What follows belongs to an exercise in optimizing a design on an open flow for small area, a short achievable clock period and few clock cycles; a production flow would make more cautious choices.
RTL that was checked went through simulation tests only; none was proved equivalent to the original.
Power figures rest on the tool's default switching activity, not on a simulated workload.

Setup of trial 7:
==> flow/design.v (excerpt) <==
module sumedh_engine (
    input  wire        clk,
    input  wire        rst,           
    output wire        mem_valid,
    output wire        mem_we,
    output wire [15:0] mem_addr,
    output wire [15:0] mem_wdata,
    input  wire        mem_ready,
    input  wire [15:0] mem_rdata,
    output wire        halted,
    output wire        fault_valid,
    output wire [2:0]  fault_cause,
    output wire [15:0] fault_addr,
    output wire [15:0] fault_word,
    output wire [15:0] fault_info,
    output wire [15:0] pc_out,
    output wire [3:0]  flags,         
    input  wire [2:0]  dbg_sel,
    output wire [15:0] dbg_data
);
Size in the first run: roughly 200 flip-flops, ~21,000 sq um of cells after synthesis.
Settings: LEC_CHECK=0, ABC_AREA=1, CAP_MARGIN=20, CORE_MARGIN=2, CORE_UTILIZATION=40, SLEW_MARGIN=20; clock period 36.0 ns.
standard.sh (not shown) runs the stock make flow with config.mk's settings and CLKGATE_MAP_FILE= SYNTH_SCRIPT=/design/flow/synth_recipe.tcl, a recipe that flattens the netlist after the stock synthesis.
==> flow/flow/run.sh <==
#!/bin/bash
# The standard layout (the standard.sh, unchanged synthesis and steps),
# with the port buffers made from buf_2 cells instead of the default choice.
set -euo pipefail
export BUFFER_PORTS_ARGS="-buffer_cell sky130_fd_sc_hd__buf_2"
bash standard.sh > standard_flow.log 2>&1
Testbench counts of trial 7, summed over its fixed seeds: cycles 108,425.
What build 36 does differently from trial 7 at the input level:
-- flow/design.v --
<<< trial 7, line 122
    wire is_mem  = is_ldst || is_stk || is_cr;
    wire is_wr   = is_st || is_push || is_call;
    wire [2:0]  a_idx = rd;
    wire [2:0]  b_idx = is_stk ? IR[3:1] : (is_sh ? IR[5:3] : rs);
    reg  [15:0] a_val, b_reg, d_val;
    always @(*) begin
        case (dbg_sel)
            3'd0: d_val = x0;
            3'd1: d_val = x1;
            3'd2: d_val = x2;
            3'd3: d_val = x3;
            3'd4: d_val = x4;
            3'd5: d_val = x5;
            3'd6: d_val = x6;
            default: d_val = x7;
        endcase
    end
    always @(*) begin
        case (a_idx)
>>> build 36, line 122
    wire is_mem  = is_ldst || is_stk || is_cr;
    wire is_wr   = is_st || is_push || is_call;
    wire [2:0]  a_idx = hlt ? dbg_sel : rd;
    wire [2:0]  b_idx = is_stk ? IR[3:1] : (is_sh ? IR[5:3] : rs);
    reg  [15:0] a_val, b_reg;
    always @(*) begin
        case (a_idx)
<<< trial 7, line 343
    assign pc_out      = P;
    assign flags       = {fz, fn, fc, fv};
    assign dbg_data    = d_val;
    reg        w_en;
    reg [2:0]  w_idx;
>>> build 36, line 331
    assign pc_out      = P;
    assign flags       = {fz, fn, fc, fv};
    assign dbg_data    = a_val;
    reg        w_en;
    reg [2:0]  w_idx;
### Flow results
Build 36 went all the way through the flow, and no timing, DRC or antenna check failed.
Compared with trial 7, maximum fanout encountered on the critical timing path in build 36 increased by more than a quarter.
Against trial 7, build 36 reports a final period utilization that is higher.
Per the comparison of build 36 with trial 7, via count of the routed design decreased 255; placement row count decreased 2; area share of xor/xnor cells in the synthesized design decreased 0.47 points; global routing met2 resource utilization increased 8.8 points.
On build 36: sequential share of layout area is 0.80 points higher than what trial 7 gave.
Relative to trial 7, core occupancy in the finished layout increased by 0.24 points in build 36.
The endpoint of the most critical setup path comes out FA[4] in one run and dbg_data[1] in the other, namely in build 36 and trial 7 respectively.
Only the layout flow was run in build 36; the RTL was not checked for function there.

sumedh_engine, a different RTL version from the one above (not shown whole).
For scale: about 3,200 cells after synthesis, roughly 200 flip-flops, ~150 I/O pins, ~20,000 µm² of cells after synthesis.
==> flow/config.mk <==
export PLATFORM = sky130hd
export DESIGN_NAME = sumedh_engine
export DESIGN_NICKNAME = sumedh_engine
export VERILOG_FILES = /design/flow/design.v
export SDC_FILE = /design/flow/constraint.sdc
export NUM_CORES = 4
export LEC_CHECK = 0
export ABC_AREA = 1
export CAP_MARGIN = 20
export CORE_MARGIN = 2
export CORE_UTILIZATION = 40
export SLEW_MARGIN = 20
==> flow/constraint.sdc <==
create_clock -name core_clock -period 36.0 [get_ports {clk}]
set_input_delay 7.2000 -clock core_clock [delete_from_list [all_inputs] [get_ports {clk}]]
set_output_delay 7.2000 -clock core_clock [all_outputs]
set_load 0.01 [all_outputs]
Scripts as last shown in full above: flow/flow/run.sh
Testbench counts at the start, summed over its fixed seeds: cycles 108,623.
Edit:
--- a/flow/design.v
+++ b/flow/design.v
@@ -311,15 +311,15 @@
             3'd3: w_take = nn;
             3'd4: w_take = !nn || nz;
             3'd5: w_take = nn || nz;
             3'd6: w_take = 1'b1;
             default: w_take = 1'b0;
         endcase
     end
-    wire w_stale = e_mem && is_wr && (d_addr[5:0] == P[5:0]);
+    wire w_stale = e_mem && is_wr && (d_addr == P);
     wire w_go    = dv && e_done && !(e_mem && (is_cr || w_stale));
     wire ld_ir   = w_go && !w_br;
     wire br_take = w_go && w_br && w_take;
     wire w_lost  = dv && !e_done && !e_halt;
     wire        e_call  = e_memop && is_call;
     wire [15:0] br_base = e_call ? P : FA;
     wire [15:0] br_off  = e_call ? {{5{IR[10]}}, IR[10:0]} : {{7{W[8]}}, W[8:0]};
Final cell count went up by 0.43%.
Worst setup slack got worse by 0.18 ns.
Non-clock buffer count decreases by 13.
Maximum frequency falls by 1.1%.
Count of clock-buffer cells in the layout decreases by 2.
Core utilization is lower by 0.41 points.
Synthesized area increases by 2.7%.
Routed wire length is lower by 5.9%.
Design area grows by 1.7%.
Flip-flop and latch count stays the same.
Power shrinks by 8.5%.
Worst hold slack gets worse by 0.014 ns.
Clock power climbs by about 5%.
No functional check of the RTL was part of the second run of this note.

[re-timing with driven ports]
How much do the figures lean on ideal ports? The routed layouts below were timed once more, with nothing changed but the port constraints.
Step 1 assumes that a clkbuf_16 drives the clock port and a buf_2 every other input.
Step 2 moves the port delays by t, midway between the first and last clock arrival at a register: inputs arrive t later, outputs are due t later. That takes back most of the time a late clock gives input paths.
Slacks: ideal ports / drivers / drivers and shift; pairs: ideal ports / drivers.
| run | t (ns) | slack for setup (ns) | slew at the worst register clock pin (ns) |
|---|---|---|---|
| trial 7 | 0.576 | 19.619 / 19.596 / 19.596 | 0.09 / 0.09 |
| build 36 | 0.565 | 17.016 / 17.051 / 16.487 | 0.10 / 0.10 |
| the first run of note 2 | 0.661 | 19.765 / 19.742 / 19.742 | 0.07 / 0.07 |
| the second run of note 2 | 0.654 | 19.580 / 19.558 / 19.558 | 0.07 / 0.07 |
After both steps setup and hold are still met in every run listed. The setup slack of build 36, which loses most, moves by +0.035 ns with the drivers and by -0.529 ns with both steps.
